Background: an optimization exercise with open tools, aiming at small area, a short achievable clock period and few clock cycles. Do not read the settings as production practice.
The RTL was checked by simulation tests, not by an equivalence proof against the original design.
Power is estimated from default activity; no workload was simulated.

**flow/config.mk**
```make
export PLATFORM = sky130hd
export DESIGN_NAME = tinyvm_core
export DESIGN_NICKNAME = tinyvm_core
export VERILOG_FILES = /design/flow/design.v
export SDC_FILE = /design/flow/constraint.sdc
export NUM_CORES = 4
export LEC_CHECK = 0
export CAP_MARGIN = 20
export CORE_MARGIN = 2
export CORE_UTILIZATION = 40
export PLACE_DENSITY = 0.6
export SLEW_MARGIN = 20
```
**flow/constraint.sdc**
```tcl
create_clock -name core_clock -period 10.0 [get_ports {clk}]
set_input_delay 2.0000 -clock core_clock [delete_from_list [all_inputs] [get_ports {clk}]]
set_output_delay 2.0000 -clock core_clock [all_outputs]
set_load 0.01 [all_outputs]
```
**flow/design.v**
```verilog
module tinyvm_core (
    input  wire        clk,
    input  wire        rst,             
    input  wire [63:0] budget_init,     
    input  wire [63:0] counter_init,    
    input  wire [15:0] rng_seed,        
    input  wire        resume,          
    output wire [15:0] imem_addr,
    input  wire [15:0] imem_rdata,
    output wire [15:0] dmem_addr,
    output wire        dmem_we,
    output wire [15:0] dmem_wdata,
    input  wire [15:0] dmem_rdata,
    output wire        suspended,
    output wire [15:0] yield_value,
    output wire        halted,
    output wire        timed_out,
    output wire [15:0] pc_out,
    output wire        debug_valid,
    output wire [15:0] debug_pc
);
    localparam [2:0] S_FETCH  = 3'd0,    
                     S_DECODE = 3'd1,    
                     S_EXEC   = 3'd2,    
                     S_LOAD   = 3'd3,    
                     S_DIV    = 3'd4;    
    localparam [1:0] ST_RUN  = 2'd0,
                     ST_SUSP = 2'd1,
                     ST_HALT = 2'd2;
    reg [2:0]  state;
    reg [1:0]  status;
    reg [15:0] pc;
    reg [63:0] counter;
    reg [63:0] budget;
    reg [15:0] yield_latch;
    reg [15:0] rng;
    reg [15:0] regs [0:15];
    reg [15:0] ir;
    reg [15:0] opa;    
    reg [15:0] opb;    
    reg [15:0] opr;    
    reg        dbg_v;
    reg [15:0] dbg_pc;
    wire [3:0] op  = ir[15:12];
    wire [3:0] fn  = ir[11:8];
    wire [3:0] rb  = ir[3:0];
    wire is_ret    = (ir == 16'h102A);
    wire is_cpuid  = (ir == 16'h102B);
    wire is_debug  = (ir == 16'h102C);
    wire is_time   = (ir == 16'h102D);
    wire is_sw     = (op == 4'h2) && (fn == 4'h0);
    wire is_lw     = (op == 4'h2) && (fn == 4'h1);
    wire is_lwi    = (op == 4'h2) && (fn == 4'h2);
    wire is_lb     = (op == 4'h3);
    wire is_lhi    = (op == 4'h4);
    wire is_unary  = (op == 4'h5) && (fn >= 4'hA);
    wire is_binary = (op == 4'h6) && (fn <= 4'hD);
    wire is_cmp    = (op == 4'h8);
    wire is_br     = (op == 4'h9);
    wire is_jmp    = (op == 4'hA);
    wire is_jr     = (op == 4'hB);
    wire is_div    = is_binary && (fn >= 4'h4) && (fn <= 4'h7);
    wire is_rnd    = is_unary && (fn == 4'hE);
    wire legal = is_ret | is_cpuid | is_debug | is_time | is_sw | is_lw | is_lwi |
                 is_lb | is_lhi | is_unary | is_binary | is_cmp | is_br | is_jmp | is_jr;
    wire [15:0] lhs = opb;
    wire [15:0] rhs = opa;
    wire [15:0] mul_a   = is_rnd ? rng : lhs;
    wire [15:0] mul_b   = is_rnd ? opa : rhs;
    wire [31:0] mul_p   = mul_a * mul_b;
    wire [31:0] mul_sum = mul_p + (is_rnd ? {16'd0, rng} : 32'd0);    
    wire        sh_big  = (rhs[15:4] != 12'd0);
    wire [15:0] shl_r   = sh_big ? 16'd0 : (lhs << rhs[3:0]);
    wire [15:0] shru_r  = sh_big ? 16'd0 : (lhs >> rhs[3:0]);
    wire [15:0] sra_r   = $signed(lhs) >>> rhs[3:0];
    wire [15:0] shrs_r  = sh_big ? {16{lhs[15]}} : sra_r;
    reg  [4:0]  popcnt_r;
    reg  [4:0]  clz_r;
    reg  [4:0]  ctz_r;
    integer i;
    always @(*) begin
        popcnt_r = 5'd0;
        for (i = 0; i < 16; i = i + 1)
            popcnt_r = popcnt_r + {4'd0, opa[i]};
        clz_r = 5'd16;
        for (i = 0; i < 16; i = i + 1)
            if (opa[i]) clz_r = 5'd15 - i[4:0];
        ctz_r = 5'd16;
        for (i = 15; i >= 0; i = i - 1)
            if (opa[i]) ctz_r = i[4:0];
    end
    wire cmp_lt = ir[8] ? ($signed(opa) < $signed(opb)) : (opa < opb);
    wire cmp_eq = (opa == opb);
    wire cmp_gt = ir[8] ? ($signed(opa) > $signed(opb)) : (opa > opb);
    wire cmp_res = (ir[11] & cmp_lt) | (ir[10] & cmp_eq) | (ir[9] & cmp_gt);
    reg [15:0] alu_r;
    always @(*) begin
        alu_r = 16'd0;
        if (is_unary) begin
            case (fn)
                4'hA: alu_r = ~opa;
                4'hB: alu_r = {11'd0, popcnt_r};
                4'hC: alu_r = {11'd0, clz_r};
                4'hD: alu_r = {11'd0, ctz_r};
                4'hE: alu_r = mul_sum[31:16];
                default: alu_r = opa;            
            endcase
        end else if (is_binary) begin
            case (fn)
                4'h0: alu_r = lhs + rhs;
                4'h1: alu_r = lhs - rhs;
                4'h2: alu_r = mul_p[15:0];
                4'h3: alu_r = mul_p[31:16];
                4'h8: alu_r = lhs & rhs;
                4'h9: alu_r = lhs | rhs;
                4'hA: alu_r = lhs ^ rhs;
                4'hB: alu_r = shl_r;
                4'hC: alu_r = shru_r;
                default: alu_r = shrs_r;
            endcase
        end else begin
            alu_r = {15'd0, cmp_res};
        end
    end
    wire [15:0] off8  = ir[7]  ? (16'hFFFF - {9'd0, ir[6:0]})  : (16'd2 + {9'd0, ir[6:0]});
    wire [15:0] off12 = ir[11] ? (16'hFFFF - {5'd0, ir[10:0]}) : (16'd2 + {5'd0, ir[10:0]});
    wire [15:0] simm8 = {{8{ir[7]}}, ir[7:0]};
    reg  [15:0] next_pc;
    always @(*) begin
        if (is_br && (opr != 16'd0)) next_pc = pc + off8;
        else if (is_jmp)             next_pc = pc + off12;
        else if (is_jr)              next_pc = opr + simm8;
        else                         next_pc = pc + 16'd1;
    end
    reg  [15:0] dv_q;       
    reg  [15:0] dv_r;       
    reg  [15:0] dv_d;       
    reg  [4:0]  dv_cnt;
    wire        div_signed = fn[0];                   
    wire        div_isrem  = fn[1];                   
    wire        a_neg      = div_signed & lhs[15];
    wire        b_neg      = div_signed & rhs[15];
    wire [15:0] a_mag      = a_neg ? (16'd0 - lhs) : lhs;
    wire [15:0] b_mag      = b_neg ? (16'd0 - rhs) : rhs;
    wire [16:0] dv_shift   = {dv_r, dv_q[15]};
    wire [16:0] dv_trial   = dv_shift - {1'b0, dv_d};
    wire        dv_ge      = ~dv_trial[16];
    wire [15:0] q_trunc    = (a_neg ^ b_neg) ? (16'd0 - dv_q) : dv_q;
    wire [15:0] r_trunc    = a_neg ? (16'd0 - dv_r) : dv_r;
    wire        fix        = div_signed && (dv_r != 16'd0) && (a_neg ^ b_neg);
    wire [15:0] q_floor    = fix ? (q_trunc - 16'd1) : q_trunc;
    wire [15:0] r_floor    = fix ? (r_trunc + rhs) : r_trunc;
    reg  [15:0] div_result;
    always @(*) begin
        if (rhs == 16'd0)
            div_result = div_isrem ? 16'd0 : (div_signed ? 16'h7FFF : 16'hFFFF);
        else
            div_result = div_isrem ? r_floor : q_floor;
    end
    assign imem_addr  = (state == S_EXEC && is_lwi) ? opa : pc;
    assign dmem_addr  = opa;
    assign dmem_we    = (state == S_EXEC) && is_sw;
    assign dmem_wdata = opb;
    wire [15:0] rng_next0 = rng ^ (rng << 7);
    wire [15:0] rng_next1 = rng_next0 ^ (rng_next0 >> 9);
    wire [15:0] rng_next  = rng_next1 ^ (rng_next1 << 8);
    integer k;
    always @(posedge clk) begin
        if (rst) begin
            state       <= S_FETCH;
            status      <= ST_RUN;
            pc          <= 16'd0;
            counter     <= counter_init;
            budget      <= budget_init;
            yield_latch <= 16'd0;
            rng         <= (rng_seed == 16'd0) ? 16'd1 : rng_seed;
            ir          <= 16'd0;
            opa         <= 16'd0;
            opb         <= 16'd0;
            opr         <= 16'd0;
            dv_q        <= 16'd0;
            dv_r        <= 16'd0;
            dv_d        <= 16'd0;
            dv_cnt      <= 5'd0;
            dbg_v       <= 1'b0;
            dbg_pc      <= 16'd0;
            for (k = 0; k < 16; k = k + 1)
                regs[k] <= 16'd0;
        end else begin
            dbg_v <= 1'b0;
            if (status == ST_SUSP && resume)
                status <= ST_RUN;
            case (state)
                S_FETCH: begin
                    if (status == ST_RUN && budget != 64'd0)
                        state <= S_DECODE;
                end
                S_DECODE: begin
                    ir    <= imem_rdata;
                    opa   <= regs[imem_rdata[7:4]];
                    opb   <= regs[imem_rdata[3:0]];
                    opr   <= regs[imem_rdata[11:8]];
                    state <= S_EXEC;
                end
                S_EXEC: begin
                    if (!legal) begin
                        status <= ST_HALT;
                        state  <= S_FETCH;
                    end else if (is_lw || is_lwi) begin
                        state <= S_LOAD;
                    end else if (is_div) begin
                        dv_q   <= a_mag;
                        dv_r   <= 16'd0;
                        dv_d   <= b_mag;
                        dv_cnt <= 5'd16;
                        state  <= S_DIV;
                    end else begin
                        pc      <= next_pc;
                        counter <= counter + 64'd1;
                        budget  <= budget - 64'd1;
                        state   <= S_FETCH;
                        if (is_ret) begin
                            yield_latch <= regs[0];
                            status      <= ST_SUSP;
                        end
                        if (is_debug) begin
                            dbg_v  <= 1'b1;
                            dbg_pc <= pc;
                        end
                        if (is_cpuid) begin
                            regs[0] <= (regs[0] == 16'd0) ? 16'h8000 : 16'h0000;
                            regs[1] <= 16'd0;
                            regs[2] <= 16'd0;
                            regs[3] <= 16'd0;
                        end
                        if (is_time) begin
                            regs[0] <= counter[63:48];
                            regs[1] <= counter[47:32];
                            regs[2] <= counter[31:16];
                            regs[3] <= counter[15:0];
                        end
                        if (is_lb)
                            regs[fn] <= simm8;
                        if (is_lhi)
                            regs[fn] <= {ir[7:0], opr[7:0]};
                        if (is_unary || is_binary || is_cmp)
                            regs[rb] <= alu_r;
                        if (is_rnd)
                            rng <= rng_next;
                    end
                end
                S_LOAD: begin
                    regs[rb] <= is_lwi ? imem_rdata : dmem_rdata;
                    pc       <= pc + 16'd1;
                    counter  <= counter + 64'd1;
                    budget   <= budget - 64'd1;
                    state    <= S_FETCH;
                end
                S_DIV: begin
                    if (dv_cnt != 5'd0) begin
                        dv_r   <= dv_ge ? dv_trial[15:0] : dv_shift[15:0];
                        dv_q   <= {dv_q[14:0], dv_ge};
                        dv_cnt <= dv_cnt - 5'd1;
                    end else begin
                        regs[rb] <= div_result;
                        pc       <= pc + 16'd1;
                        counter  <= counter + 64'd1;
                        budget   <= budget - 64'd1;
                        state    <= S_FETCH;
                    end
                end
                default: state <= S_FETCH;
            endcase
        end
    end
    assign suspended   = (status == ST_SUSP);
    assign yield_value = yield_latch;
    assign halted      = (status == ST_HALT);
    assign timed_out   = (status == ST_RUN) && (state == S_FETCH) && (budget == 64'd0);
    assign pc_out      = pc;
    assign debug_valid = dbg_v;
    assign debug_pc    = dbg_pc;
endmodule
```
**flow/run.sh**
```bash
#!/bin/bash
# synth_recipe.tcl (not shown) runs the flow's synth.tcl, then flattens the netlist and writes it again
# the make line also repeats each setting of config.mk as NAME=value (left out here)
make -C /OpenROAD-flow-scripts/flow DESIGN_CONFIG=/design/flow/config.mk WORK_HOME=/design/flow/orfs CLKGATE_MAP_FILE= SYNTH_SCRIPT=/design/flow/synth_recipe.tcl finish
```
==> flow_summary.json <==
{
  "status": "no timing/DRC/antenna violations",
  "setup_viol": 0,
  "min_from": "yield_latch[7]",
  "timing.hold.ws_ns": 0.456,
  "io_buffers": 279,
  "root_buffer": "clkbuf_16",
  "p_seq_frac": 0.367,
  "insertion_delay_ns": 0.69,
  "fin_crit_sh": 0.938,
  "ir_drop_v": 0.000123,
  "gr-usage-all-layers": 0.325,
  "swShare": 0.358,
  "antenna_found_initial": 7,
  "cp_num_buf_inv": 9,
  "ys.flop_type": "edfxtp_1",
  "place_hpwl_mm": 167,
  "synth_edf_count": 400,
  "p_sw_uw": 2840,
  "core_um2": 132000,
  "r2r-start": "ir[15]",
  "end_kind": "flop",
  "num_vias": 49200,
  "tritoncts": "done",
  "slowest_delay_ns": 0.56,
  "path_clk_slew_ns": 0.06,
  "syn_to_final_growth_pct": 14.4,
  "post_cts_buffers": 0,
  "fin_crit_ns": 9.38,
  "io_pins": 280,
  "grt_max_degree": 122,
  "routed_wl_mm": 225,
  "cts_sinks": 571,
  "holdBufCountCts": 0,
  "hold_end": "yield_latch[7]",
  "reg2reg_depth": 35,
  "synth-seq-area-share": 0.291,
  "grt_pass1_vias": 48000,
  "power.density_nw_per_um2": 131,
  "start_util": 0.403,
  "dr.pass1.iters": 8,
  "routedWlPerCell_um": 28.3,
  "synth_top_area_frac": 0.226,
  "rsz0062_at_grt": "false",
  "avgSynthCellArea_um2": 8.89,
  "finClkSkew_ns": 0.0430,
  "drv_cap": 0,
  "final_antenna_net_count": 0,
  "critPathMaxFanout": 16,
  "async_flop_share": 0,
  "syn-cell-area_um2": 53100,
  "crit_slowest_cell": "fa_1",
  "hold_path_class": "flop to flop",
  "die_h_um": 368,
  "p_leak_uw": 0.0233,
  "pwr-share-comb": 0.292,
  "std_cell_rows": 133,
  "drt_first_iter_violations": 6042,
  "worst_pin_slew_ns": 1.20,
  "die-area_um2": 136000,
  "cp.arrival_ns": 9.78,
  "drv_slew": 0,
  "worst_setup_path_start_kind": "flop",
  "worstReg2RegEnd": "regs[2][6]",
  "critPathRequiredTime_ns": 10.40,
  "viasPerCell": 6.19,
  "post_route_cells_drive_above_1_share": 0.104,
  "yosys-top-cells-area": "edfxtp_1 (23%), mux4_2 (8.6%), fa_1 (8.0%)",
  "hold_violations": 0,
  "intPower_uw": 5090,
  "finalNetCount": 6802,
  "cts_buffer_depth": 3,
  "max_slew_margin": 0.195,
  "synth.ff_latch_count": 571,
  "grt_remaining_overflow": 0,
  "holdPathStages": 2,
  "drc": 0,
  "finalSetupTns_ns": 0,
  "max_freq_ghz": 0.107,
  "layout_common_cells": "nand2_1 (790), nor2_1 (608), o21ai_0 (416)",
  "crit_path_frequent_cell": "fa_1",
  "syn-num-nets": 6636,
  "final_common_cell": "nand2_1",
  "synthCells": 5968,
  "gp_congestion": 1.04,
  "clkPwrFrac": 0.341,
  "path_delay_family": "adder cells",
  "yosysWarningCount": 1,
  "numCtsBuffers": 67,
  "path_class": "flop to flop",
  "grt_pass1_wl_mm": 327,
  "synth_top_cell_by_area": "edfxtp_1",
  "ys_types": 97,
  "die_w_um": 368,
  "htreeDepth": 3,
  "reg2reg_slack_ns": 0.62
}
==> per-layer routing <==
metal / vias up / track usage / wire (um)
met1: 24400 / 0.433 / 88900
met2: 2649 / 0.505 / 101000
met4: 6 / 0.141 / 10800
met3: 497 / 0.0745 / 24000
met5: - / 0 / 190
li1: 21700 / - / -
==> cell type report <==
cell class	instances	area [um^2]
clock inverter	33	447
inverter	364	1370
timing repair buffer	508	4530
antenna	4	10.0
sequential	571	15400
multi-input combinational	4622	34800
fill	12700	70900
tap	1755	2200
clock buffer	91	1930
==> cells in the mapped netlist, drive strengths merged, types with 56 or more instances <==
| master | number |
|---|---|
| xnor2 | 211 |
| dfxtp | 171 |
| a21o | 64 |
| nor3 | 130 |
| nand2 | 793 |
| edfxtp | 400 |
| o21ai | 428 |
| nor4 | 56 |
| mux4 | 202 |
| a211oi | 151 |
| a21oi | 315 |
| inv | 357 |
| nor2b | 74 |
| nor2 | 612 |
| mux2i | 126 |
| and3 | 70 |
| ha | 278 |
| nand3 | 98 |
| fa | 211 |
| and2 | 70 |
| xor2 | 126 |
| clkbuf | 348 |
| buf | 63 |
==> timing repair <==
item                                   CTS  global route
resized for setup                        0             3
setup endpoints to repair                0            38
endpoints found under the hold margin    0             0
==> power by group through the flow <==
stage	combinational [uW]	sequential [uW]	clock, uW
floorplan	1340	2860	0
global placement	2250	2940	0
detailed placement	2250	2950	0
CTS	2260	2900	2720
global route	2450	2920	2800
finish	2320	2910	2700
==> logic make-up after synthesis <==
group | after synthesis | share of synthesized area
flip-flops | 571 | 0.291
adder cells (fa/ha/maj) | 489 | 0.145
XOR/XNOR | 337 | 0.0556
buffers and inverters | 775 | 0.0555
AND/OR/NAND/NOR | 2100 | 0.180
multiplexers | 338 | 0.112
AO/OA/AOI/OAI | 1358 | 0.161
==> metrics by stage <==
stage               std cells   util  power [uW]  worst slack (ns)  cell area (um^2)
global route             7944  0.461        8170             0.118             60700
global placement         7817  0.443        5190             0.303             58300
floorplan                5968      -        4200             0.539             53100
detailed placement       7819  0.443        5200             0.610             58300
finish                   7948  0.461        7930             0.623             60700
CTS                      7943  0.461        7880             0.580             60700
==> how the worst max path moves through the flow <==
stage,depth (start not counted),from,slack [ns],end
finish,35,ir[15],0.62,regs[2][6]
global route,39,ir[14],0.12,regs[0][6]
CTS,33,ir[8],0.58,regs[0][13]
detailed placement,34,ir[8],0.61,regs[2][6]
global placement,31,ir[8],0.30,regs[1][10]
floorplan,34,opa[1],0.54,regs[11][15]
==> flip-flops by register name, indices dropped and copies added (netlist names) <==
name         flops
state            3
dv_q            16
dbg_pc          16
dv_cnt           5
opr             16
dv_r            16
pc              16
yield_latch     16
regs           256
ir              16
counter         64
opb             16
dv_d            16
budget          64
status           2
dbg_v            1
opa             16
rng             16
==> worst reg2reg max path, delay by kind of cell (launching register included) <==
family / cells / cell delay, ns
buffers and inverters: 9 / 1.31
XOR/XNOR: 2 / 0.32
AO/OA/AOI/OAI: 9 / 1.75
adder cells (fa/ha/maj): 8 / 3.70
AND/OR/NAND/NOR: 7 / 1.69
flip-flops: 1 / 0.32
Testbench counts, summed over its fixed seeds: cycles 883,899.

## what the ideal ports hide
The results above use ideal ports. As a check the final layout listed here was re-extracted and re-timed, cells and wires unchanged.
Step 1: set_driving_cell puts a clkbuf_16 on clk and a buf_2 on each other input, an assumption about the parent block.
Step 2 adds t to the input delays and takes it off the output delays; t is the mean of the earliest and latest rising clock arrival at the registers after step 1. Input paths then give back, and output paths get back, about the clock's delay inside the block.
Slacks: ideal ports / drivers / drivers and shift; pairs: ideal ports / drivers.
t (ns): 0.740
slack for setup (ns): 0.623 / 0.623 / 0.623
hold WS [ns]: 0.456 / 0.456 / 0.456
worst register clock-pin slew, ns: 0.08 / 0.08
worst data-port slew with drivers (ns): 0.07
After both steps this run still meets setup and hold. The setup slack of this run moves by 0.000 ns with the drivers and by 0.000 ns with both steps.
